Background: an optimization exercise with open tools, aiming at small area, a short achievable clock period and few clock cycles per item. Do not read the settings as production practice. In this exercise RTL edits were held to simulation tests only and were not proved equivalent to the original. No run shown here takes its clock network from TritonCTS; it comes from the design's own scripts or RTL. The clock port is modelled as an ideal driver, which makes a skipped or thinned clock tree look cheaper than it is; a real chip needs a root buffer or a tree. Power figures rest on the tool's default switching activity, not on a simulated workload.

===== config.mk =====
export PLATFORM = sky130hd
export DESIGN_NAME = b2bdu_mc_c
export DESIGN_NICKNAME = b2bdu_mc_c
export VERILOG_FILES = /design/flow/design.v
export SDC_FILE = /design/flow/constraint.sdc
export NUM_CORES = 4
export LEC_CHECK = 0
export CAP_MARGIN = 20
export CORE_MARGIN = 2
export CORE_UTILIZATION = 40
export PLACE_DENSITY = 0.6
export SLEW_MARGIN = 20

===== constraint.sdc =====
create_clock -name core_clock -period 15.0 [get_ports {clk}]
set_input_delay 3.0000 -clock core_clock [delete_from_list [all_inputs] [get_ports {clk}]]
set_output_delay 3.0000 -clock core_clock [all_outputs]
set_load 0.01 [all_outputs]

===== design.v =====
module mc_cf (
    input  wire       p3,
    input  wire       p2,
    input  wire       p0,
    input  wire [7:0] a,
    input  wire [7:0] b,
    output wire [7:0] y
);
    wire [7:0] u = p3 ? b : a;
    wire [7:0] v = p2 ? b : a;
    wire [7:0] w = p0 ? a : b;
    wire [10:0] sum = {2'b00, u, 1'b0} + {3'b000, v} + {3'b000, w} + 11'd2;
    assign y = sum[9:2];
endmodule
module b2bdu_mc_c (
    input  wire       clk,
    input  wire       rst,         
    input  wire       in_valid,
    output wire       in_ready,
    input  wire [7:0] in_pix,      
    input  wire [1:0] in_px,       
    input  wire [1:0] in_py,       
    output wire       out_valid,
    input  wire       out_ready,
    output wire [7:0] out_pix      
);
    reg  [7:0] cur, prev;
    reg        p_v;                
    reg  [3:0] col, row;           
    reg        x3, x2, x0;         
    reg  [1:0] py;                 
    reg  [7:0] hu;
    reg        h_v;                
    reg        h_o;                
    reg        hy3, hy2, hy0;      
    reg  [7:0] lb [0:7];           
    reg  [7:0] o_pix, s_pix;
    reg        o_v, s_v;
    reg        rdy;                
    assign in_ready  = rdy;
    assign out_valid = o_v;
    assign out_pix   = o_pix;
    wire rdy_c   = ~p_v | ~h_v | ~s_v;     
    wire pop     = o_v & out_ready;
    wire h_go    = h_v & ~s_v;             
    wire h_free  = ~h_v | ~s_v;            
    wire p_go    = p_v & h_free;           
    wire p_h     = (col != 4'd0);          
    wire p_o     = (row != 4'd0);          
    wire push    = h_go & h_o;
    wire last    = (col == 4'd8) & (row == 4'd8);
    wire zero    = (col == 4'd0) & (row == 4'd0);
    wire beat0   = p_v ? last : zero;
    wire [7:0] u, d;
    mc_cf u_h (.p3(x3),  .p2(x2),  .p0(x0),  .a(prev),  .b(cur), .y(u));
    mc_cf u_v (.p3(hy3), .p2(hy2), .p0(hy0), .a(lb[7]), .b(hu),  .y(d));
    wire p_v_n = ~rdy_c | in_valid;
    wire h_v_n = (p_go & p_h) | (h_v & ~h_go);
    wire s_v_n = s_v ? ~pop : (o_v & ~pop & push);
    wire o_v_n = s_v | push | (o_v & ~pop);
    integer k;
    always @(posedge clk) begin
        if (rst) begin
            col <= 4'd0;
            row <= 4'd0;
            p_v <= 1'b0;
            h_v <= 1'b0;
            o_v <= 1'b0;
            s_v <= 1'b0;
            rdy <= 1'b1;
        end else begin
            if (p_go) begin
                if (col == 4'd8) begin
                    col <= 4'd0;
                    row <= (row == 4'd8) ? 4'd0 : row + 4'd1;
                end else begin
                    col <= col + 4'd1;
                end
            end
            p_v <= p_v_n;
            h_v <= h_v_n;
            o_v <= o_v_n;
            s_v <= s_v_n;
            rdy <= ~p_v_n | ~h_v_n | ~s_v_n;
        end
    end
    always @(posedge clk) begin
        if (rdy_c)
            cur <= in_pix;
        if (p_go)
            prev <= cur;
        if (rdy_c & beat0) begin
            x3 <= (in_px == 2'd3);
            x2 <= (in_px == 2'd2);
            x0 <= (in_px == 2'd0);
            py <= in_py;
        end
        if (p_go & p_h) begin
            hu  <= u;
            h_o <= p_o;
            hy3 <= (py == 2'd3);
            hy2 <= (py == 2'd2);
            hy0 <= (py == 2'd0);
        end
        if (h_go) begin
            lb[0] <= hu;
            for (k = 1; k < 8; k = k + 1)
                lb[k] <= lb[k - 1];
        end
        if (pop | ~o_v)
            o_pix <= s_v ? s_pix : d;
        if (~s_v)
            s_pix <= d;
    end
endmodule

===== flow/run.sh =====
#!/bin/bash
set -euo pipefail
export BUFFER_PORTS_ARGS="-buffer_cell sky130_fd_sc_hd__buf_1"
export PRE_CTS_TCL="$PWD/flow/mytree.tcl"
export MY_CTS_NBUF=4
export MY_CTS_BUF=sky130_fd_sc_hd__clkbuf_16
bash standard.sh > standard.log 2>&1

===== flow/mytree.tcl =====
proc build_clock_tree {nbuf master_name} {
  set block [ord::get_db_block]
  set db [ord::get_db]
  set master [$db findMaster $master_name]
  set clk [$block findNet clk]
  set sinks {}
  foreach it [$clk getITerms] {
    if {[[$it getMTerm] getSigType] eq "CLOCK" || [[$it getMTerm] getName] eq "CLK"} {
      set box [[$it getInst] getBBox]
      lappend sinks [list $it [expr {([$box xMin]+[$box xMax])/2}] [expr {([$box yMin]+[$box yMax])/2}]]
    }
  }
  set n [llength $sinks]
  # initial centres: spread along sorted x then y
  set xs [lsort -integer [lmap s $sinks {lindex $s 1}]]
  set ys [lsort -integer [lmap s $sinks {lindex $s 2}]]
  set cx {}; set cy {}
  set g [expr {int(sqrt($nbuf))}]
  for {set k 0} {$k < $nbuf} {incr k} {
    set i [expr {$k % $g}]; set j [expr {$k / $g}]
    lappend cx [lindex $xs [expr {int(($i+0.5)*$n/$g)}]]
    lappend cy [lindex $ys [expr {int(($j+0.5)*$n/(($nbuf+$g-1)/$g))}]]
  }
  set cap [expr {($n + $nbuf - 1) / $nbuf}]
  for {set iter 0} {$iter < 30} {incr iter} {
    # balanced assignment: each sink to nearest centre with room, greedy by distance
    set pairs {}
    set si 0
    foreach s $sinks {
      for {set k 0} {$k < $nbuf} {incr k} {
        set d [expr {abs([lindex $s 1]-[lindex $cx $k]) + abs([lindex $s 2]-[lindex $cy $k])}]
        lappend pairs [list $d $si $k]
      }
      incr si
    }
    set pairs [lsort -integer -index 0 $pairs]
    set asg [lrepeat $n -1]; set cnt [lrepeat $nbuf 0]
    foreach p $pairs {
      lassign $p d si k
      if {[lindex $asg $si] >= 0 || [lindex $cnt $k] >= $cap} continue
      lset asg $si $k; lset cnt $k [expr {[lindex $cnt $k]+1}]
    }
    set sx [lrepeat $nbuf 0]; set sy [lrepeat $nbuf 0]
    for {set si 0} {$si < $n} {incr si} {
      set k [lindex $asg $si]
      lset sx $k [expr {[lindex $sx $k] + [lindex $sinks $si 1]}]
      lset sy $k [expr {[lindex $sy $k] + [lindex $sinks $si 2]}]
    }
    for {set k 0} {$k < $nbuf} {incr k} {
      if {[lindex $cnt $k] > 0} {
        lset cx $k [expr {[lindex $sx $k] / [lindex $cnt $k]}]
        lset cy $k [expr {[lindex $sy $k] / [lindex $cnt $k]}]
      }
    }
  }
  for {set k 0} {$k < $nbuf} {incr k} {
    set inst [odb::dbInst_create $block $master "clkbuf_m_$k"]
    $inst setLocation [lindex $cx $k] [lindex $cy $k]
    $inst setPlacementStatus PLACED
    set net [odb::dbNet_create $block "clknet_m_$k"]
    $net setSigType CLOCK
    [$inst findITerm A] connect $clk
    [$inst findITerm X] connect $net
    set bufs($k) $net
  }
  for {set si 0} {$si < $n} {incr si} {
    set it [lindex $sinks $si 0]
    $it disconnect
    $it connect $bufs([lindex $asg $si])
  }
  puts "build_clock_tree: $n sinks on $nbuf x $master_name, counts [lrepeat 1 $cnt]"
}

build_clock_tree $::env(MY_CTS_NBUF) $::env(MY_CTS_BUF)
rename clock_tree_synthesis ""
proc clock_tree_synthesis {args} {
  puts "clock_tree_synthesis skipped: the tree was built by PRE_CTS_TCL"
  set_propagated_clock [all_clocks]
}

===== standard.sh =====
#!/bin/bash
# synth_recipe.tcl (not shown) runs the flow's synth.tcl, then flattens the netlist and writes it again
# the make line also repeats each setting of config.mk as NAME=value (left out here)
make -C /OpenROAD-flow-scripts/flow DESIGN_CONFIG=/design/flow/config.mk WORK_HOME=/design/flow/orfs CLKGATE_MAP_FILE= SYNTH_SCRIPT=/design/flow/synth_recipe.tcl "${@:-finish}"

==> impl_metrics.csv, run 1 <==
group,metric,value,unit
run_status,outcome,"finished clean",
global_routing,grt_pass1_vias,2564,
clocking,insertion_delay,0.17,ns
cells_and_area,diodes,0,
cells_and_area,drive_gt1_frac,0.128,
pwr,p_leak,2.00,nW
drt,final_antenna_net_count,0,
floorplanning,die_y,121,um
place,dpl_cell_area,5740,um^2
synthesis,avgSynthCellArea,15.3,um^2
synthesis,yosys_warnings,3,
timing,fin_skew,0.0106,ns
timing,fin_crit_sh,0.249,
worst_setup_path,r2r_start,"hy0",
clocking,cts_setup_buffers,0,
global_routing,grtUsageTotal,0.105,
timing,rsz0062_at_grt,"no",
floorplanning,die_x,121,um
worst_setup_path,crit_fanout,4,
floorplanning,ios,26,
place,gp_congestion,0.718,
timing,whs,0.421,ns
pwr,vdd_drop_max,0.0586,mV
place,place.detailed.hpwl,5290,um
timing,finalHoldViolations,0,
synthesis,synth_cell_types,41,
drt,vias_per_cell,4.83,
place,post-place-cells,548,
clocking,cts_repair_resize_count,0,
cells_and_area,fillCellCount,1178,
cells_and_area,layout_common_cells,"edfxtp_1, mux2_2, buf_1",
drt,drt-initial-drc-count,246,
place,portBuffers,25,
timing,fin_crit,3.73,ns
timing,worst-slew-pin-transition,0.811,ns
timing,setup_viol,0,
min_path,min-delay-start,"lb[0][1]",
synthesis,async_reset_ff_frac,0,
pwr,power_density,116,nW/um^2
timing,tns,0,ns
drt,drc_errors,0,
drt,wl,7640,um
clocking,clkSlewWorstSetupHoldPaths,0.11,ns
run,drv_cap,0,
worst_setup_path,slowest_stage,"dfxtp_1",
cells_and_area,finalNonFillerCells,552,
worst_setup_path,required,12.00,ns
worst_setup_path,crit_path_max_incr_delay,0.39,ns
worst_setup_path,worstSetupPathType,"reg2out",
floorplanning,core_area,13300,um^2
synthesis,synth_area,5460,um^2
timing,relSlewSlack,0.456,
global_routing,grt_max_degree,65,
synthesis,syn_nets,406,
global_routing,grt_first_pass_wirelength,12700,um
cells_and_area,final_cell_area,5840,um^2
timing,worst_slack,11.27,ns
synthesis,yosysSeqAreaShare,0.655,
worst_setup_path,critPathLaunchType,"flop",
worst_setup_path,cp-end-kind,"primary output",
synthesis,synthFlopType,"edfxtp_1",
global_routing,overflow,0,
floorplanning,die_area,14600,um^2
floorplanning,rows,42,
place,pre_cts_slack,11.16,ns
cells_and_area,area_growth_syn_to_layout,6.99,%
clocking,postCtsHoldBufs,0,
cells_and_area,final_common_cell,"edfxtp_1",
timing,max_freq,0.268,GHz
drt,first_pass_iters,4,
timing,slew_viol_final,0,
min_path,hold_path.class,"reg2reg",
cells_and_area,fin_nets,428,
synthesis,synth-edff-count,105,
drt,wl_per_cell,13.8,um
worst_setup_path,crit_arrival,0.73,ns
worst_setup_path,critPathTopFamily,"flip-flops",
worst_setup_path,crit_start,"o_v",
synthesis,synth-seq-cells,126,
worst_setup_path,path_cells,"buf_1",
synthesis,postSynthCellCount,356,
floorplanning,initial_utilization,0.411,
worst_setup_path,crit_buf_inv,1,
global_routing,antenna_found_initial,0,
drt,vias,2664,
-- worst paths after layout --
kind / endpoint / slack, ns / cells after the start
worst max-delay path: out_valid / 11.27 / 1
worst max register to register: o_pix[6] / 11.73 / 8
worst min-delay path: lb[1][1] / 0.42 / 0
worst min register to register: lb[1][1] / 0.42 / 0
-- layout make-up --
type / count / area (um^2) / share of cell area
Buffer: 4 / 100 / 0.0171
Inverter: 12 / 45.0 / 0.00771
Multi-Input combinational cell: 208 / 1800 / 0.308
Sequential cell: 126 / 3570 / 0.612
Tap cell: 176 / 220 / 0.0377
Timing Repair Buffer: 26 / 101 / 0.0174
-- kinds of logic (layout without fill, tap and decap cells) --
kind of cell,count (synthesis),after routing,share of synthesized area
buf+inv,22,42,0.0170
fa+ha+maj,34,34,0.0945
mux,49,49,0.0988
compound gates,48,48,0.0559
xor+xnor,14,14,0.0225
flops,126,126,0.655
simple gates,63,63,0.0566
-- flip-flops by register name, summed over array words and instances (netlist names), 2 cells and up --
signal	count
hu	8
prev	8
lb	64
cur	8
py	2
row	4
s_pix	8
o_pix	8
col	4
-- stage by stage --
stage | power, mW | utilization
floorplan | 0.530 | -
global placement | 0.558 | 0.432
detailed placement | 0.562 | 0.432
CTS | 0.689 | 0.439
global route | 0.719 | 0.439
finish | 0.680 | 0.439
-- cells in the mapped netlist (all sizes together) (3+ instances only) --
master,count,area share
a31oi,5,0.0057
dfxtp,21,0.077
xor2,6,0.0096
edfxtp,105,0.58
and2,4,0.0046
mux2,39,0.080
o31ai,4,0.0055
o21ai,10,0.0092
xnor2,8,0.013
a21o,4,0.0055
nor3,6,0.0055
fa,12,0.044
inv,12,0.0083
nand2,18,0.012
clkbuf,6,0.0041
buf,4,0.0046
mux2i,10,0.018
a21oi,13,0.012
ha,22,0.050
nor2b,8,0.0092
and3,3,0.0034
nor2,15,0.010
-- metal layers --
metal | track usage | up-vias | routed length, um
met4 | 0.0131 | 0 | 87
met2 | 0.171 | 16 | 3530
met3 | 0.00660 | 8 | 129
met5 | 0 | - | 0
met1 | 0.159 | 1280 | 3900
li1 | - | 1360 | -
-- power breakdown --
group	total (mW)	switching (mW)	internal, mW
combinational	0.126	0.0664	0.0598
clock	0.128	0.0788	0.0496
sequential	0.425	0.0128	0.412
total	0.680	0.158	0.522
Testbench counts, summed over its fixed seeds: cycles 38,896, blocks 480.
==> run 2, diff against run 1 <==
--- a/design.v
+++ b/design.v
@@ -1,14 +1,11 @@
 module mc_cf (
-    input  wire       p3,
-    input  wire       p2,
-    input  wire       p0,
+    input  wire [1:0] p,
     input  wire [7:0] a,
     input  wire [7:0] b,
     output wire [7:0] y
 );
-    wire [7:0] u = p3 ? b : a;
-    wire [7:0] v = p2 ? b : a;
-    wire [7:0] w = p0 ? a : b;
-    wire [10:0] sum = {2'b00, u, 1'b0} + {3'b000, v} + {3'b000, w} + 11'd2;
+    wire [7:0] u = p[1] ? b : a;
+    wire [7:0] w = p[0] ? b : a;
+    wire [10:0] sum = {2'b00, u, 1'b0} + {3'b000, a} + {3'b000, w} + 11'd2;
     assign y = sum[9:2];
 endmodule
@@ -28,10 +25,10 @@
     reg        p_v;                
     reg  [3:0] col, row;           
-    reg        x3, x2, x0;         
+    reg  [1:0] px;                 
     reg  [1:0] py;                 
     reg  [7:0] hu;
     reg        h_v;                
     reg        h_o;                
-    reg        hy3, hy2, hy0;      
+    reg  [1:0] hpy;                
     reg  [7:0] lb [0:7];           
     reg  [7:0] o_pix, s_pix;
@@ -53,6 +50,6 @@
     wire beat0   = p_v ? last : zero;
     wire [7:0] u, d;
-    mc_cf u_h (.p3(x3),  .p2(x2),  .p0(x0),  .a(prev),  .b(cur), .y(u));
-    mc_cf u_v (.p3(hy3), .p2(hy2), .p0(hy0), .a(lb[7]), .b(hu),  .y(d));
+    mc_cf u_h (.p(px),  .a(prev),  .b(cur), .y(u));
+    mc_cf u_v (.p(hpy), .a(lb[7]), .b(hu),  .y(d));
     wire p_v_n = ~rdy_c | in_valid;
     wire h_v_n = (p_go & p_h) | (h_v & ~h_go);
@@ -91,7 +88,5 @@
             prev <= cur;
         if (rdy_c & beat0) begin
-            x3 <= (in_px == 2'd3);
-            x2 <= (in_px == 2'd2);
-            x0 <= (in_px == 2'd0);
+            px <= in_px;
             py <= in_py;
         end
@@ -99,7 +94,5 @@
             hu  <= u;
             h_o <= p_o;
-            hy3 <= (py == 2'd3);
-            hy2 <= (py == 2'd2);
-            hy0 <= (py == 2'd0);
+            hpy <= py;
         end
         if (h_go) begin
==> run 2 against run 1 <==
Net effect: sequential cell count decreased by 2; fmax increased by 0.12%; wire length decreased by 6.5%; setup slack improved by 0.0044 ns; critical path depth unchanged; total power decreased by 7.7%; combinational power decreased by 27%; synthesized cell count decreased by 6.7%; global-route usage decreased by 0.48 points; design area decreased by 4.3%; hold slack improved by 0.0072 ns; critical endpoint unchanged.
==> impl_metrics.csv, run 2 <==
group,metric,value,unit
global_routing,antenna_found_initial,0,
timing,finalHoldViolations,0,
cells_and_area,largest_reg_flops,64,
worst_setup_path,rr_worst_depth,8,
cells_and_area,area_growth_syn_to_layout,7.38,%
synthesis,ys_top_cells_by_count,"edfxtp_1, mux2_2, ha_1",
drt,wl,7150,um
place,place.detailed.hpwl,5020,um
synthesis,yosysSeqAreaShare,0.675,
floorplanning,die_area,13900,um^2
timing,fin_crit_sh,0.248,
worst_setup_path,path_cells,"buf_1",
run,drv_cap,0,
worst_setup_path,crit_fanout,4,
cells_and_area,fillCellCount,1157,
drt,vias,2543,
worst_setup_path,crit_buf_inv,1,
place,gp_congestion,0.755,
drt,first_pass_iters,4,
synthesis,syn_nets,382,
drt,wl_per_cell,13.6,um
min_path,hold_path.class,"reg2reg",
floorplanning,rows,41,
drt,final_antenna_net_count,0,
cells_and_area,diodes,0,
synthesis,postSynthCellCount,332,
global_routing,grtUsageTotal,0.100,
floorplanning,initial_utilization,0.411,
clocking,cts_setup_buffers,0,
cells_and_area,finalNonFillerCells,526,
pwr,total_power,627,uW
timing,max_freq,0.268,GHz
timing,fin_crit,3.73,ns
synthesis,synth-edff-count,103,
cells_and_area,multi_input_area,1600,um^2
global_routing,overflow,0,
global_routing,grt_max_degree,65,
worst_setup_path,required,12.00,ns
pwr,clkPwrFrac,0.205,
clocking,cts_repair_resize_count,0,
cells_and_area,regMostFlops,"lb",
synthesis,yosys_warnings,3,
drt,drc_errors,0,
synthesis,yosysMostFrequentCell,"edfxtp_1",
pwr,p_sw,137,uW
timing,rsz0062_at_grt,"no",
min_path,hold-path-endpoint,"lb[4][4]",
clocking,insertion_delay,0.17,ns
timing,tns,0,ns
synthesis,ys_top_cells_by_area,"edfxtp_1, dfxtp_1, mux2_2, ha_1, fa_1",
worst_setup_path,r2r_start,"hpy[0]",
worst_setup_path,cp-end-kind,"primary output",
drt,vias_per_cell,4.83,
worst_setup_path,crit_path_max_incr_delay,0.39,ns
run_status,outcome,"finished clean",
min_path,min-delay-start,"lb[3][4]",
worst_setup_path,slowest_stage,"dfxtp_1",
timing,setup_viol,0,
floorplanning,die_x,118,um
worst_setup_path,timing.rr.end,"o_pix[6]",
worst_setup_path,crit_arrival,0.73,ns
synthesis,synth_area_leader_cell,"edfxtp_1",
synthesis,async_reset_ff_frac,0,
worst_setup_path,critPathLaunchType,"flop",
pwr,vdd_drop_max,0.0676,mV
global_routing,grt_pass1_vias,2483,
synthesis,synth_top_area_frac,0.594,
pwr,p_leak,1.92,nW
pwr,p_sw_frac,0.219,
pwr,p_seq_frac,0.648,
place,post-place-cells,522,
cells_and_area,fin_nets,406,
timing,slew_viol_final,0,
floorplanning,core_area,12700,um^2
pwr,power_density,112,nW/um^2
synthesis,synth_cell_types,40,
worst_setup_path,path_depth,1,
floorplanning,ios,26,
synthesis,synth_area,5200,um^2
worst_setup_path,reg2reg_slack,11.85,ns
global_routing,grt_first_pass_wirelength,11900,um
cells_and_area,ff_latch_area,3510,um^2
clocking,clkSlewWorstSetupHoldPaths,0.11,ns
floorplanning,die_y,118,um
clocking,postCtsHoldBufs,0,
drt,drt-initial-drc-count,152,
cells_and_area,layout_common_cells,"edfxtp_1, mux2_2, buf_1",
place,portBuffers,25,
cells_and_area,final_common_cell,"edfxtp_1",
pwr,p_int,490,uW
timing,relSlewSlack,0.483,
pwr,power_frac_comb,0.146,
worst_setup_path,worstSetupPathType,"reg2out",
synthesis,synthFlopType,"edfxtp_1",
synthesis,synth-seq-cells,124,
cells_and_area,drive_gt1_frac,0.0960,
worst_setup_path,critPathTopFamily,"flip-flops",
min_path,hold_path_depth,0,
timing,fin_skew,0.0113,ns
timing,worst-slew-pin-transition,0.771,ns
synthesis,avgSynthCellArea,15.7,um^2
## run 2: how the worst max path moves through the flow
stage | start | to | slack (ns)
5_1_grt | o_v | out_valid | 11.23
3_5_place_dp | out_ready | o_pix[4] | 11.16
2_1_floorplan | s_v | lb[0][0] | 11.14
3_3_place_gp | out_ready | o_pix[2] | 11.24
4_1_cts | o_v | out_valid | 11.26
6_report | o_v | out_valid | 11.27
## run 2: per-layer routing
metal / GRT usage / vias to the layer above / routed length [um]
li1: - / 1270 / -
met1: 0.146 / 1236 / 3480
met2: 0.165 / 27 / 3360
met3: 0.00727 / 10 / 159
met4: 0.0203 / 0 / 152
met5: 0 / - / 0
## run 2: final cells by class
cell class | instances | area share
sequential | 124 | 0.629
tap | 172 | 0.0385
inverter | 16 | 0.0107
multi-input combinational | 184 | 0.286
timing repair buffer | 26 | 0.0181
buffer | 4 | 0.0179
## run 2: power groups by stage
| stage | Clock [mW] | Sequential (mW) | Combinational [mW] |
|---|---|---|---|
| final | 0.129 | 0.406 | 0.0917 |
| after global routing | 0.144 | 0.409 | 0.104 |
| after CTS | 0.134 | 0.407 | 0.0935 |
| after global placement | 0 | 0.414 | 0.0915 |
| after floorplan | 0 | 0.414 | 0.0722 |
| after detailed placement | 0 | 0.415 | 0.0930 |
## run 2: cells by family after synthesis
| group | after synthesis | share of synthesized area |
|---|---|---|
| DFF | 124 | 0.675 |
| and+or+nand+nor | 54 | 0.0495 |
| AOI/OAI and AO/OA | 49 | 0.0642 |
| adders and majority gates | 34 | 0.0990 |
| muxes | 33 | 0.0695 |
| buffers and inverters | 24 | 0.0192 |
| xor gates and xnor gates | 14 | 0.0236 |
## run 2: per-stage QoR
step	cell area, um^2	setup slack [ns]	hold slack, ns	util
2_1_floorplan	5200	11.14	0.400	-
3_3_place_gp	5490	11.24	0.402	0.433
3_5_place_dp	5490	11.16	0.405	0.433
4_1_cts	5590	11.26	0.431	0.441
5_1_grt	5590	11.23	0.436	0.441
6_report	5590	11.27	0.429	0.441
Testbench counts of run 2, summed over its fixed seeds: cycles 38,896, blocks 480.
==> run 3, diff against run 2 <==
--- a/flow/run.sh
+++ b/flow/run.sh
@@ -1,4 +1,20 @@
 #!/bin/bash
+# Own layout flow: the standard flow (standard.sh) with these changes:
+#  - synthesis is ORFS's synthesis run by standard.sh, with two settings
+#    changed: full adders are not extracted into fa/ha cells before ABC
+#    (ADDER_MAP_FILE empty), and ABC maps with flow/abc_map.script, an
+#    area-recovering mapping (&nf -R 1000), instead of abc_speed.script;
+#    registers are mapped exactly as in the standard synthesis;
+#  - the port buffers are sky130_fd_sc_hd__buf_1 rather than the default
+#    delay buffer, so every port still gets its own buffer;
+#  - the clock tree is one level of buffers built by flow/mytree.tcl
+#    (see there) instead of TritonCTS's two-level H-tree.
+# Each tool's full output stays in orfs/logs; make's output goes to
+# synth.log and standard.log in the folder this runs in.
 set -euo pipefail
+rm -rf myscripts
+cp -r "$FLOW_HOME/scripts" myscripts
+cp flow/abc_map.script myscripts/abc_speed.script
+SCRIPTS_DIR="$PWD/myscripts" ADDER_MAP_FILE= bash standard.sh synth > synth.log 2>&1
 export BUFFER_PORTS_ARGS="-buffer_cell sky130_fd_sc_hd__buf_1"
 export PRE_CTS_TCL="$PWD/flow/mytree.tcl"
==> flow/abc_map.script (new file) <==
&get -n
&st
&dch
&nf -R 1000 -p
&put
topo
dnsize -c
==> run 3 against run 2 <==
Net effect: still clean on timing, DRC and antenna; total power fell by 5.8%; first-iteration DRC count rose by 0.66%; clock skew fell by 0.0032 ns; sequential power fell by 1%; fmax fell by 7.1%; clock power fell by 3%; wire length fell by 0.78%; register-to-register slack got worse by 0.27 ns; sequential cell count did not move; critical endpoint is now rdy; highest routed layer unchanged.
==> impl_metrics.csv, run 3 <==
group,metric,value,unit
synthesis,synth_area,4940,um^2
pwr,power_density,110,nW/um^2
synthesis,synth-seq-cells,124,
global_routing,grtUsageTotal,0.109,
cells_and_area,drive_gt1_frac,0.0207,
cells_and_area,fin_nets,405,
synthesis,synth_area_leader_cell,"edfxtp_1",
drt,vias,2736,
floorplanning,initial_utilization,0.410,
drt,wl_per_cell,12.8,um
place,portBuffers,25,
timing,worst-slew-pin-transition,0.987,ns
cells_and_area,final_cell_area,5380,um^2
timing,max_freq,0.249,GHz
worst_setup_path,required,15.06,ns
drt,wl,7090,um
timing,rsz0062_at_grt,"no",
timing,fin_crit,4.01,ns
cells_and_area,area_growth_syn_to_layout,8.78,%
timing,slew_viol_final,0,
drt,drc_errors,0,
worst_setup_path,worstSetupPathType,"in2reg",
drt,drt-initial-drc-count,153,
pwr,p_leak,1.74,nW
drt,first_pass_iters,4,
clocking,cts_repair_resize_count,0,
floorplanning,die_y,115,um
synthesis,ys_top_cells_by_area,"edfxtp_1, dfxtp_1, xnor2_1, a21oi_1, mux2i_1",
worst_setup_path,reg2reg_slack,11.58,ns
min_path,hold_path.class,"reg2reg",
global_routing,grt_max_degree,65,
synthesis,avgSynthCellArea,13.9,um^2
synthesis,yosys_warnings,3,
cells_and_area,diodes,0,
clocking,clkSlewWorstSetupHoldPaths,0.11,ns
place,place.detailed.hpwl,5080,um
synthesis,async_reset_ff_frac,0,
worst_setup_path,crit_arrival,4.07,ns
timing,whs,0.423,ns
clocking,insertion_delay,0.17,ns
floorplanning,rows,40,
place,dpl_cell_area,5280,um^2
timing,finalHoldViolations,0,
synthesis,postSynthCellCount,355,
timing,fin_skew,0.00810,ns
drt,final_antenna_net_count,0,
timing,fin_crit_sh,0.267,
synthesis,synthFlopType,"edfxtp_1",
pwr,vdd_drop_max,0.0660,mV
synthesis,yosysSeqAreaShare,0.711,
synthesis,syn_nets,371,
timing,tns,0,ns
synthesis,yosysMostFrequentCell,"edfxtp_1",
floorplanning,die_x,115,um
run,drv_cap,0,
clocking,cts_setup_buffers,0,
cells_and_area,regMostFlops,"lb",
synthesis,synth-edff-count,103,
synthesis,synth_cell_types,31,
timing,setup_viol,0,
global_routing,grt_first_pass_wirelength,12000,um
run_status,outcome,"finished clean",
cells_and_area,final_common_cell,"edfxtp_1",
floorplanning,die_area,13300,um^2
drt,vias_per_cell,4.93,
floorplanning,core_area,12100,um^2
cells_and_area,layout_common_cells,"edfxtp_1, a21oi_1, nor2_1",
global_routing,overflow,0,
worst_setup_path,cp-end-kind,"flop",
synthesis,ys_top_cells_by_count,"edfxtp_1, a21oi_1, nor2_1",
cells_and_area,largest_reg_flops,64,
clocking,postCtsHoldBufs,0,
timing,relSlewSlack,0.340,
worst_setup_path,crit_fanout,10,
place,gp_congestion,0.742,
global_routing,antenna_found_initial,0,
worst_setup_path,critPathLaunchType,"input pin",
cells_and_area,fillCellCount,1083,
floorplanning,ios,26,
synthesis,synth_top_area_frac,0.626,
global_routing,grt_pass1_vias,2639,
[run 3: changes by cell type in the layout (fill, tap and decap cells not counted), sizes merged, moves of 15 or more]
| cell | delta |
|---|---|
| a21oi | +16 |
| nor2 | +15 |
| inv | -16 |
| ha | -22 |
| mux2 | -25 |
[run 3: critical path: stages]
cell      delay [ns]
buf_1           0.06
nand2b_1        0.33
a211oi_1        0.31
or3b_1          0.37
[run 3: routing by layer]
| metal | share of wire | track usage |
|---|---|---|
| met1 | 0.48 | 0.150 |
| met2 | 0.48 | 0.195 |
| met3 | 0.030 | 0.00738 |
| met4 | 0.010 | 0.0137 |
| met5 | 0 | 0 |
[run 3: path summary, 6_finish.rpt]
path                            endpoint  cells after the start  startpoint
worst min-delay path            lb[1][3]                      0    lb[0][3]
worst max-delay path                 rdy                      4   out_ready
worst max register to register  o_pix[7]                     11      hpy[0]
worst min register to register  lb[1][3]                      0    lb[0][3]
[run 3: cell families (layout without fill, tap and decap cells)]
logic type	Yosys count	after routing	share of synthesized area
AND/OR/NAND/NOR	86	86	0.0815
buffers and inverters	6	38	0.00455
XOR/XNOR	33	33	0.0584
AO/OA/AOI/OAI	87	87	0.107
flip-flops	124	124	0.711
multiplexers	15	15	0.0304
adder cells (fa/ha/maj)	4	4	0.00810
[run 3: per-stage QoR]
step	power (mW)	instances	util	setup WS (ns)
finish	0.591	555	0.446	10.99
global placement	0.473	551	0.438	10.83
floorplan	0.458	355	-	10.99
detailed placement	0.474	551	0.438	10.77
global route	0.621	555	0.446	10.88
CTS	0.599	555	0.446	10.96
[run 3: final cells by class]
class | instances | area, um^2 | share of cell area
Buffer | 4 | 100 | 0.0186
Sequential cell | 124 | 3510 | 0.653
Timing Repair Buffer | 28 | 116 | 0.0216
Tap cell | 168 | 210 | 0.0391
Inverter | 6 | 22.5 | 0.00419
Multi-Input combinational cell | 225 | 1420 | 0.263
[run 3: report_power, final]
group / internal [mW] / leakage, nW / switching [mW]
combinational: 0.0282 / 0.555 / 0.0369
clock: 0.0495 / 0.0493 / 0.0760
sequential: 0.391 / 1.13 / 0.00861
total: 0.469 / 1.74 / 0.121
==> run 4, diff against run 3 <==
--- a/design.v
+++ b/design.v
@@ -54,6 +54,6 @@
     wire p_v_n = ~rdy_c | in_valid;
     wire h_v_n = (p_go & p_h) | (h_v & ~h_go);
-    wire s_v_n = s_v ? ~pop : (o_v & ~pop & push);
-    wire o_v_n = s_v | push | (o_v & ~pop);
+    wire s_v_n = ~out_ready & (s_v | (o_v & push));
+    wire o_v_n = s_v | push | (o_v & ~out_ready);
     integer k;
     always @(posedge clk) begin
@@ -79,5 +79,5 @@
             o_v <= o_v_n;
             s_v <= s_v_n;
-            rdy <= ~p_v_n | ~h_v_n | ~s_v_n;
+            rdy <= out_ready | ~p_v_n | ~h_v_n | ~(s_v | (o_v & push));
         end
     end
--- a/flow/run.sh
+++ b/flow/run.sh
@@ -9,5 +9,7 @@
 #    delay buffer, so every port still gets its own buffer;
 #  - the clock tree is one level of buffers built by flow/mytree.tcl
-#    (see there) instead of TritonCTS's two-level H-tree.
+#    (see there) instead of TritonCTS's two-level H-tree, followed by a
+#    setup repair that aims at 11.3 ns of slack (a 3.7 ns period) rather
+#    than 0, so the few slow gates get sized up.
 # Each tool's full output stays in orfs/logs; make's output goes to
 # synth.log and standard.log in the folder this runs in.
@@ -21,3 +23,4 @@
 export MY_CTS_NBUF=4
 export MY_CTS_BUF=sky130_fd_sc_hd__clkbuf_16
+export MY_SETUP_MARGIN=11.3
 bash standard.sh > standard.log 2>&1
--- a/flow/mytree.tcl
+++ b/flow/mytree.tcl
@@ -77,3 +77,9 @@
   puts "clock_tree_synthesis skipped: the tree was built by PRE_CTS_TCL"
   set_propagated_clock [all_clocks]
+  # Size up the few gates on the slowest paths: the repair aims at a setup
+  # slack of MY_SETUP_MARGIN at the design's clock period.
+  if {[info exists ::env(MY_SETUP_MARGIN)]} {
+    estimate_parasitics -placement
+    repair_timing -setup -setup_margin $::env(MY_SETUP_MARGIN)
+  }
 }
==> run 4 against run 3 <==
Net effect: still clean; synthesized cell count did not move; wire length rose by 0.75%; die area barely moved; synthesized area barely moved; global-route usage rose by 0.19 points; sequential cell count did not move; fmax rose by 7.7%; design area fell by 0.51%; register-to-register slack improved by 0.04 ns; critical path type unchanged; critical endpoint unchanged.
==> impl_metrics.csv, run 4 <==
group,metric,value,unit
run_status,outcome,"finished clean",
pwr,power_frac_comb,0.110,
synthesis,synth_top_area_frac,0.626,
synthesis,avgSynthCellArea,13.9,um^2
pwr,vdd_drop_max,0.0615,mV
drt,final_antenna_net_count,0,
place,portBuffers,25,
min_path,hold_path.class,"reg2reg",
clocking,postCtsHoldBufs,0,
synthesis,syn_nets,371,
timing,tns,0,ns
pwr,total_power,595,uW
place,place.detailed.hpwl,4950,um
synthesis,synth-seq-cells,124,
pwr,p_sw_frac,0.211,
worst_setup_path,critPathLaunchType,"input pin",
worst_setup_path,cp-end-kind,"flop",
synthesis,ys_top_cells_by_area,"edfxtp_1, dfxtp_1, xnor2_1, a21oi_1, mux2i_1",
timing,whs,0.428,ns
timing,max_freq,0.268,GHz
pwr,p_sw,126,uW
floorplanning,ios,26,
timing,setup_viol,0,
pwr,p_int,469,uW
place,gp_congestion,0.740,
global_routing,grt_max_degree,65,
global_routing,grt_pass1_vias,2634,
timing,relSlewSlack,0.316,
timing,rsz0062_at_grt,"no",
floorplanning,die_y,115,um
global_routing,overflow,0,
timing,fin_skew,0.00795,ns
worst_setup_path,crit_arrival,3.78,ns
timing,fin_crit_sh,0.248,
cells_and_area,drive_gt1_frac,0.0311,
drt,first_pass_iters,4,
pwr,clkPwrFrac,0.218,
global_routing,grtUsageTotal,0.111,
floorplanning,core_area,12000,um^2
global_routing,grt_first_pass_wirelength,12200,um
cells_and_area,layout_common_cells,"edfxtp_1, a21oi_1, nor2_1",
synthesis,synth_cell_types,31,
timing,finalHoldViolations,0,
drt,drt-initial-drc-count,131,
run,drv_cap,0,
floorplanning,die_area,13300,um^2
timing,worst-slew-pin-transition,1.02,ns
worst_setup_path,crit_fanout,12,
cells_and_area,fin_nets,404,
drt,vias,2712,
synthesis,synth-edff-count,103,
floorplanning,initial_utilization,0.411,
synthesis,postSynthCellCount,355,
synthesis,synth_area,4940,um^2
cells_and_area,regMostFlops,"lb",
cells_and_area,area_growth_syn_to_layout,8.28,%
synthesis,yosysMostFrequentCell,"edfxtp_1",
synthesis,synthFlopType,"edfxtp_1",
drt,wl,7150,um
global_routing,antenna_found_initial,0,
synthesis,synth_area_leader_cell,"edfxtp_1",
floorplanning,rows,40,
synthesis,yosys_warnings,3,
drt,drc_errors,0,
timing,slew_viol_final,0,
worst_setup_path,worstSetupPathType,"in2reg",
synthesis,ys_top_cells_by_count,"edfxtp_1, a21oi_1, nor2_1",
synthesis,async_reset_ff_frac,0,
worst_setup_path,required,15.06,ns
pwr,p_leak,1.75,nW
clocking,insertion_delay,0.17,ns
cells_and_area,final_common_cell,"edfxtp_1",
timing,fin_crit,3.72,ns
cells_and_area,diodes,0,
cells_and_area,fillCellCount,1108,
pwr,power_density,111,nW/um^2
drt,wl_per_cell,13.4,um
floorplanning,die_x,115,um
clocking,clkSlewWorstSetupHoldPaths,0.11,ns
cells_and_area,largest_reg_flops,64,
pwr,p_seq_frac,0.672,
synthesis,yosysSeqAreaShare,0.711,
drt,vias_per_cell,5.09,
## run 4: repair_timing
action,CTS,global route
setup buffers,0,0
endpoints found under the setup margin,5,0
resized for setup,5,0
## run 4: stage by stage
stage	std cells	worst slack [ns]	utilization	area, um^2
after detailed placement	529	10.99	0.436	5240
after global routing	533	11.25	0.446	5350
final	533	11.28	0.446	5350
after floorplan	355	11.18	-	4940
after CTS	533	11.29	0.446	5350
after global placement	529	11.00	0.436	5240
## run 4: logic make-up after synthesis
family / after synthesis / share of synthesized area
AOI/OAI and AO/OA: 87 / 0.106
DFF: 124 / 0.711
buffers and inverters: 7 / 0.00532
adders and majority gates: 4 / 0.00810
and+or+nand+nor: 85 / 0.0808
muxes: 15 / 0.0304
xor gates and xnor gates: 33 / 0.0585
## run 4: routing by layer
metal / vias to the layer above / wire [um] / global-route usage
li1: 1385 / - / -
met1: 1283 / 3430 / 0.157
met2: 38 / 3320 / 0.194
met3: 6 / 332 / 0.0116
met4: 0 / 61 / 0.00723
met5: - / 0 / 0
## run 4: layout make-up
class	count	area, um^2	share of cell area
Sequential cell	124	3510	0.657
Multi-Input combinational cell	224	1410	0.264
Tap cell	147	184	0.0344
Timing Repair Buffer	27	114	0.0213
Buffer	4	100	0.0187
Inverter	7	26.3	0.00491
## run 4: power groups by stage
| stage | clock (mW) | sequential (mW) | combinational, mW |
|---|---|---|---|
| 6_report | 0.130 | 0.400 | 0.0653 |
| 5_1_grt | 0.146 | 0.402 | 0.0753 |
| 4_1_cts | 0.134 | 0.400 | 0.0665 |
| 3_5_place_dp | 0 | 0.408 | 0.0659 |
| 3_3_place_gp | 0 | 0.407 | 0.0645 |
| 2_1_floorplan | 0 | 0.408 | 0.0497 |
## run 4: final timing paths
kind / cells past startpoint / end / slack [ns] / start
setup / recovery: 3 / rdy / 11.28 / rst
hold / removal: 0 / lb[3][5] / 0.43 / lb[2][5]
setup reg to reg: 12 / o_pix[7] / 11.62 / hpy[0]
hold reg to reg: 0 / lb[3][5] / 0.43 / lb[2][5]
## run 4: worst max-delay path: stages
cell and delay (ns):
clkbuf_2 0.20, a21oi_2 0.15, or4b_1 0.43
Testbench counts of run 4, summed over its fixed seeds: cycles 38,896, blocks 480.
==> run 5, diff against run 4 <==
--- a/design.v
+++ b/design.v
@@ -29,5 +29,4 @@
     reg  [7:0] hu;
     reg        h_v;                
-    reg        h_o;                
     reg  [1:0] hpy;                
     reg  [7:0] lb [0:7];           
@@ -44,5 +43,5 @@
     wire p_go    = p_v & h_free;           
     wire p_h     = (col != 4'd0);          
-    wire p_o     = (row != 4'd0);          
+    wire h_o     = (col == 4'd0) ? (row != 4'd1) : (row != 4'd0);
     wire push    = h_go & h_o;
     wire last    = (col == 4'd8) & (row == 4'd8);
@@ -93,5 +92,4 @@
         if (p_go & p_h) begin
             hu  <= u;
-            h_o <= p_o;
             hpy <= py;
         end
==> run 5 against run 4 <==
Net effect: still clean on timing, DRC and antenna; setup slack gained 0.034 ns; via count grew 0.85%; register-to-register slack improved by 0.24 ns; combinational power fell by 0.9%; synthesized cell count rose by 3.1%; critical path depth is 2 lower; fmax is 0.93% higher; wire length fell by 0.95%; final cell count increased by 6.0%; clock power down 3%; largest power group unchanged.
==> impl_metrics.csv, run 5 <==
group,metric,value,unit
run_status,outcome,"finished clean",
synthesis,yosys_warnings,3,
synthesis,synth_area,4950,um^2
drt,wl_per_cell,12.5,um
pwr,p_seq_frac,0.675,
synthesis,synthFlopType,"edfxtp_1",
timing,fin_crit,3.69,ns
place,gp_congestion,0.753,
pwr,power_frac_comb,0.110,
clocking,postCtsHoldBufs,0,
floorplanning,die_y,115,um
drt,drc_errors,0,
place,dpl_cell_area,5280,um^2
timing,fin_skew,0.0105,ns
timing,relSlewSlack,0.470,
pwr,clkPwrFrac,0.215,
pwr,p_sw_frac,0.208,
synthesis,async_reset_ff_frac,0,
place,post-place-cells,561,
synthesis,synth_area_leader_cell,"edfxtp_1",
drt,wl,7080,um
timing,setup_viol,0,
global_routing,overflow,0,
timing,fin_crit_sh,0.246,
drt,vias_per_cell,4.84,
pwr,total_power,587,uW
global_routing,antenna_found_initial,0,
timing,worst-slew-pin-transition,0.795,ns
synthesis,synth_compound_area_frac,0.104,
drt,final_antenna_net_count,0,
worst_setup_path,slowest_stage,"edfxtp_1",
global_routing,grtUsageTotal,0.109,
cells_and_area,area_growth_syn_to_layout,8.67,%
synthesis,synth_cell_types,31,
synthesis,syn_nets,382,
run,drv_cap,0,
worst_setup_path,crit_arrival,0.69,ns
place,portBuffers,25,
synthesis,postSynthCellCount,366,
cells_and_area,layout_common_cells,"edfxtp_1, nor2_1, a21oi_1",
synthesis,synth_top_family_by_area,"compound AO/OA/AOI/OAI gates",
synthesis,yosysSeqAreaShare,0.704,
synthesis,avgSynthCellArea,13.5,um^2
clocking,insertion_delay,0.17,ns
synthesis,synth_adder_area_share,0.00809,
worst_setup_path,required,12.00,ns
worst_setup_path,cp-end-kind,"primary output",
floorplanning,ios,26,
global_routing,grt_pass1_vias,2676,
synthesis,synth-seq-cells,123,
synthesis,synth-edff-count,102,
pwr,p_leak,1.75,nW
cells_and_area,final_common_cell,"edfxtp_1",
synthesis,synth_mux_area_frac,0.0323,
pwr,p_int,465,uW
worst_setup_path,crit_fanout,1,
min_path,hold_path.class,"reg2reg",
timing,finalHoldViolations,0,
cells_and_area,diodes,0,
place,pre_cts_slack,11.15,ns
pwr,p_sw,122,uW
pwr,power_density,109,nW/um^2
synthesis,ys_top_cells_by_count,"edfxtp_1, nor2_1, a21oi_1",
clocking,cts_setup_buffers,0,
timing,rsz0062_at_grt,"no",
cells_and_area,fin_nets,415,
global_routing,grt_first_pass_wirelength,12100,um
worst_setup_path,critPathLaunchType,"flop",
pwr,vdd_drop_max,0.0565,mV
floorplanning,die_x,115,um
floorplanning,core_area,12100,um^2
cells_and_area,regMostFlops,"lb",
worst_setup_path,crit_path_max_incr_delay,0.39,ns
synthesis,ys_top_cells_by_area,"edfxtp_1, dfxtp_1, xnor2_1, mux2i_1, a21oi_1",
worst_setup_path,worstSetupPathType,"reg2out",
cells_and_area,drive_gt1_frac,0.0227,
worst_setup_path,crit_buf_inv,1,
timing,max_freq,0.271,GHz
floorplanning,die_area,13300,um^2
global_routing,grt_max_degree,65,
synthesis,synth-xor-area-share,0.0566,
drt,vias,2735,
drt,first_pass_iters,4,
timing,worst_slack,11.31,ns
synthesis,yosys.area_share.simple,0.0859,
cells_and_area,final_cell_area,5380,um^2
timing,slew_viol_final,0,
drt,drt-initial-drc-count,198,
clocking,cts_repair_resize_count,2,
clocking,clkSlewWorstSetupHoldPaths,0.11,ns
cells_and_area,largest_reg_flops,64,
synthesis,yosysMostFrequentCell,"edfxtp_1",
cells_and_area,finalNonFillerCells,565,
timing,tns,0,ns
synthesis,synth_top_area_frac,0.619,
floorplanning,rows,40,
worst_setup_path,path_cells,"buf_1",
worst_setup_path,critPathTopFamily,"flip-flops",
place,place.detailed.hpwl,5030,um
floorplanning,initial_utilization,0.410,
==> run 5: power groups by stage <==
| stage | Sequential (mW) | Combinational, mW | Clock (mW) |
|---|---|---|---|
| floorplan | 0.405 | 0.0501 | 0 |
| global placement | 0.404 | 0.0647 | 0 |
| detailed placement | 0.405 | 0.0661 | 0 |
| CTS | 0.397 | 0.0663 | 0.131 |
| global route | 0.399 | 0.0750 | 0.142 |
| finish | 0.397 | 0.0647 | 0.126 |
==> run 5: final cells by class <==
| class | count | area, um^2 |
|---|---|---|
| inverter | 13 | 48.8 |
| fill | 1112 | 6680 |
| buffer | 4 | 100 |
| multi-input combinational | 230 | 1430 |
| sequential | 123 | 3480 |
| tap | 168 | 210 |
| timing repair buffer | 27 | 111 |
==> run 5: path summary, 6_finish.rpt <==
path / startpoint / to / slack, ns / depth (start not counted)
setup / recovery: o_pix[5] / out_pix[5] / 11.31 / 1
hold / removal: lb[0][3] / lb[1][3] / 0.43 / 0
setup reg to reg: hpy[0] / o_pix[7] / 11.86 / 13
hold reg to reg: lb[0][3] / lb[1][3] / 0.43 / 0
==> run 5: routing by layer <==
| metal | GRT usage | vias up | share of wire |
|---|---|---|---|
| met5 | 0 | - | 0 |
| met4 | 0.00562 | 0 | 0.0041 |
| met3 | 0.0111 | 3 | 0.042 |
| met2 | 0.195 | 31 | 0.49 |
| met1 | 0.151 | 1288 | 0.47 |
| li1 | - | 1413 | - |
==> run 5: logic make-up (layout without fill, tap and decap cells) <==
logic type               Yosys count  count (layout)
buffers and inverters             13              44
AND/OR/NAND/NOR                   93              93
adder cells (fa/ha/maj)            4               4
multiplexers                      16              16
XOR/XNOR                          32              32
flip-flops                       123             123
AO/OA/AOI/OAI                     85              85
==> run 5: metrics by stage <==
step | hold WS, ns | utilization
3_5_place_dp | 0.405 | 0.438
3_3_place_gp | 0.400 | 0.438
5_1_grt | 0.435 | 0.446
6_report | 0.428 | 0.446
2_1_floorplan | 0.400 | -
4_1_cts | 0.431 | 0.446
Testbench counts of run 5, summed over its fixed seeds: cycles 38,896, blocks 480.
==> run 6, diff against run 5 <==
--- a/config.mk
+++ b/config.mk
@@ -8,5 +8,5 @@
 export CAP_MARGIN = 20
 export CORE_MARGIN = 2
-export CORE_UTILIZATION = 40
-export PLACE_DENSITY = 0.6
+export CORE_UTILIZATION = 60
+export PLACE_DENSITY = 0.75
 export SLEW_MARGIN = 20
==> run 6 against run 5 <==
Net effect: sequential share of layout area is 0.96 points higher; sequential power hardly changed; critical path type unchanged; final cell count is 11% lower; synthesized cell count stayed put; sequential cell count stayed put; setup slack worse by 0.028 ns; wire length is 2.1% higher; critical path depth stayed put; via count is 1.7% higher; synthesized area stayed put.
==> impl_metrics.csv, run 6 <==
group,metric,value,unit
worst_setup_path,critPathLaunchType,"flop",
timing,slew_viol_final,0,
cells_and_area,final_cell_area,5300,um^2
synthesis,yosysMostFrequentCell,"edfxtp_1",
cells_and_area,final_common_cell,"edfxtp_1",
cells_and_area,layout_common_cells,"edfxtp_1, nor2_1, a21oi_1",
synthesis,syn_nets,382,
synthesis,synth_cell_types,31,
synthesis,synth_top_area_frac,0.619,
cells_and_area,fin_nets,415,
global_routing,grt_first_pass_wirelength,11800,um
worst_setup_path,required,12.00,ns
global_routing,antenna_found_initial,0,
synthesis,yosysSeqAreaShare,0.704,
place,portBuffers,25,
drt,drt-initial-drc-count,178,
run_status,outcome,"finished clean",
timing,fin_crit,3.72,ns
pwr,power_density,111,nW/um^2
pwr,vdd_drop_max,0.0634,mV
timing,whs,0.427,ns
timing,worst-slew-pin-transition,0.780,ns
place,pre_cts_slack,11.14,ns
worst_setup_path,crit_arrival,0.72,ns
timing,worst_slack,11.28,ns
global_routing,overflow,0,
synthesis,async_reset_ff_frac,0,
worst_setup_path,crit_buf_inv,1,
clocking,cts_setup_buffers,0,
cells_and_area,largest_reg_flops,64,
synthesis,synth-edff-count,102,
global_routing,grtUsageTotal,0.163,
synthesis,ys_top_cells_by_count,"edfxtp_1, nor2_1, a21oi_1",
timing,fin_crit_sh,0.248,
pwr,p_leak,1.75,nW
floorplanning,die_area,8990,um^2
worst_setup_path,cp-end-kind,"primary output",
floorplanning,die_y,94.8,um
timing,tns,0,ns
timing,max_freq,0.269,GHz
place,gp_congestion,0.818,
synthesis,synth-seq-cells,123,
place,dpl_cell_area,5200,um^2
worst_setup_path,crit_path_max_incr_delay,0.40,ns
cells_and_area,diodes,0,
run,drv_cap,0,
worst_setup_path,path_cells,"clkbuf_2",
timing,relSlewSlack,0.480,
place,place.detailed.hpwl,5120,um
cells_and_area,area_growth_syn_to_layout,7.08,%
worst_setup_path,worstSetupPathType,"reg2out",
cells_and_area,drive_gt1_frac,0.0227,
drt,final_antenna_net_count,0,
synthesis,postSynthCellCount,366,
timing,fin_skew,0.0169,ns
cells_and_area,regMostFlops,"lb",
clocking,postCtsHoldBufs,0,
floorplanning,ios,26,
drt,wl_per_cell,14.4,um
clocking,insertion_delay,0.17,ns
worst_setup_path,crit_fanout,1,
drt,drc_errors,0,
synthesis,synth_area,4950,um^2
drt,vias_per_cell,5.54,
synthesis,avgSynthCellArea,13.5,um^2
clocking,cts_repair_resize_count,2,
floorplanning,rows,33,
synthesis,synth_area_leader_cell,"edfxtp_1",
clocking,clkSlewWorstSetupHoldPaths,0.11,ns
floorplanning,die_x,94.8,um
pwr,total_power,588,uW
worst_setup_path,slowest_stage,"edfxtp_1",
floorplanning,initial_utilization,0.612,
global_routing,grt_max_degree,65,
worst_setup_path,critPathTopFamily,"flip-flops",
floorplanning,core_area,8090,um^2
timing,finalHoldViolations,0,
min_path,hold_path.class,"reg2reg",
drt,vias,2781,
drt,wl,7230,um
synthesis,yosys_warnings,3,
drt,first_pass_iters,4,
synthesis,ys_top_cells_by_area,"edfxtp_1, dfxtp_1, xnor2_1, mux2i_1, a21oi_1",
timing,setup_viol,0,
timing,rsz0062_at_grt,"no",
global_routing,grt_pass1_vias,2627,
synthesis,synthFlopType,"edfxtp_1",
==> run 6: cell counts after synthesis <==
Identical to the previous run, type by type.
==> run 6: final cells by class <==
class / instances / area, um^2
fill: 628 / 2790
tap: 105 / 131
buffer: 4 / 100
timing repair buffer: 27 / 111
inverter: 13 / 48.8
multi-input combinational: 230 / 1430
sequential: 123 / 3480
==> run 6: cell families after synthesis <==
logic type	Yosys count	synth area share
multiplexers	16	0.0323
adder cells (fa/ha/maj)	4	0.00809
buffers and inverters	13	0.00986
AO/OA/AOI/OAI	85	0.104
flip-flops	123	0.704
AND/OR/NAND/NOR	93	0.0859
XOR/XNOR	32	0.0566
==> run 6: path summary, 6_finish.rpt <==
kind,start,endpoint,slack [ns],cells after the start
hold reg to reg,lb[2][6],lb[3][6],0.43,0
setup reg to reg,hpy[0],o_pix[7],11.84,12
hold / removal,lb[2][6],lb[3][6],0.43,0
setup / recovery,o_pix[1],out_pix[1],11.28,1
==> run 6: stage by stage <==
step                cells  utilization
floorplan             366            -
global placement      498        0.642
detailed placement    498        0.642
CTS                   502        0.655
global route          502        0.655
finish                502        0.655
==> run 6: per-layer routing <==
layer	up-vias	routed length, um	track usage
li1	1416	-	-
met1	1330	3300	0.217
met2	28	3680	0.301
met3	7	187	0.0136
met4	0	59	0.0205
met5	-	0	0
==> run 6: power by group <==
group / leakage [nW] / internal, mW / switching (mW)
sequential: 1.13 / 0.388 / 0.00906
combinational: 0.577 / 0.0280 / 0.0371
clock: 0.0493 / 0.0495 / 0.0763

[port drivers added, routing unchanged]
The results above use ideal ports. As a check the final layouts listed here were re-extracted and re-timed, cells and wires unchanged. Step 1: set_driving_cell puts a clkbuf_16 on clk and a buf_2 on each other input, an assumption about the parent block. Step 2, shift: input delay + t, output delay - t, t = (earliest + latest rising clock arrival at the registers) / 2. This alone moves slack from input paths to output paths. Three values: no drivers, after step 1, after step 2; two values: the first two.
| run | t, ns | setup WS [ns] | hold WS [ns] | worst setup path at the end | worst data-port slew with drivers (ns) |
|---|---|---|---|---|---|
| run 1 | 0.246 | 11.269 / 11.189 / 11.186 | 0.421 / 0.421 / 0.421 | input to register | 0.03 |
| run 2 | 0.247 | 11.273 / 11.192 / 11.172 | 0.429 / 0.429 / 0.429 | input to register | 0.04 |
| run 3 | 0.243 | 10.990 / 11.050 / 10.807 | 0.423 / 0.423 / 0.423 | input to register | 0.04 |
| run 4 | 0.248 | 11.276 / 11.216 / 11.088 | 0.428 / 0.429 / 0.429 | input to register | 0.04 |
| run 5 | 0.246 | 11.310 / 11.230 / 11.150 | 0.428 / 0.428 / 0.428 | input to register | 0.03 |
| run 6 | 0.248 | 11.282 / 11.199 / 11.151 | 0.427 / 0.427 / 0.427 | input to register | 0.03 |
After both steps every run listed still meets setup and hold. For run 4, which loses most, drivers alone change the setup slack by -0.060 ns; drivers and shift together by -0.188 ns.
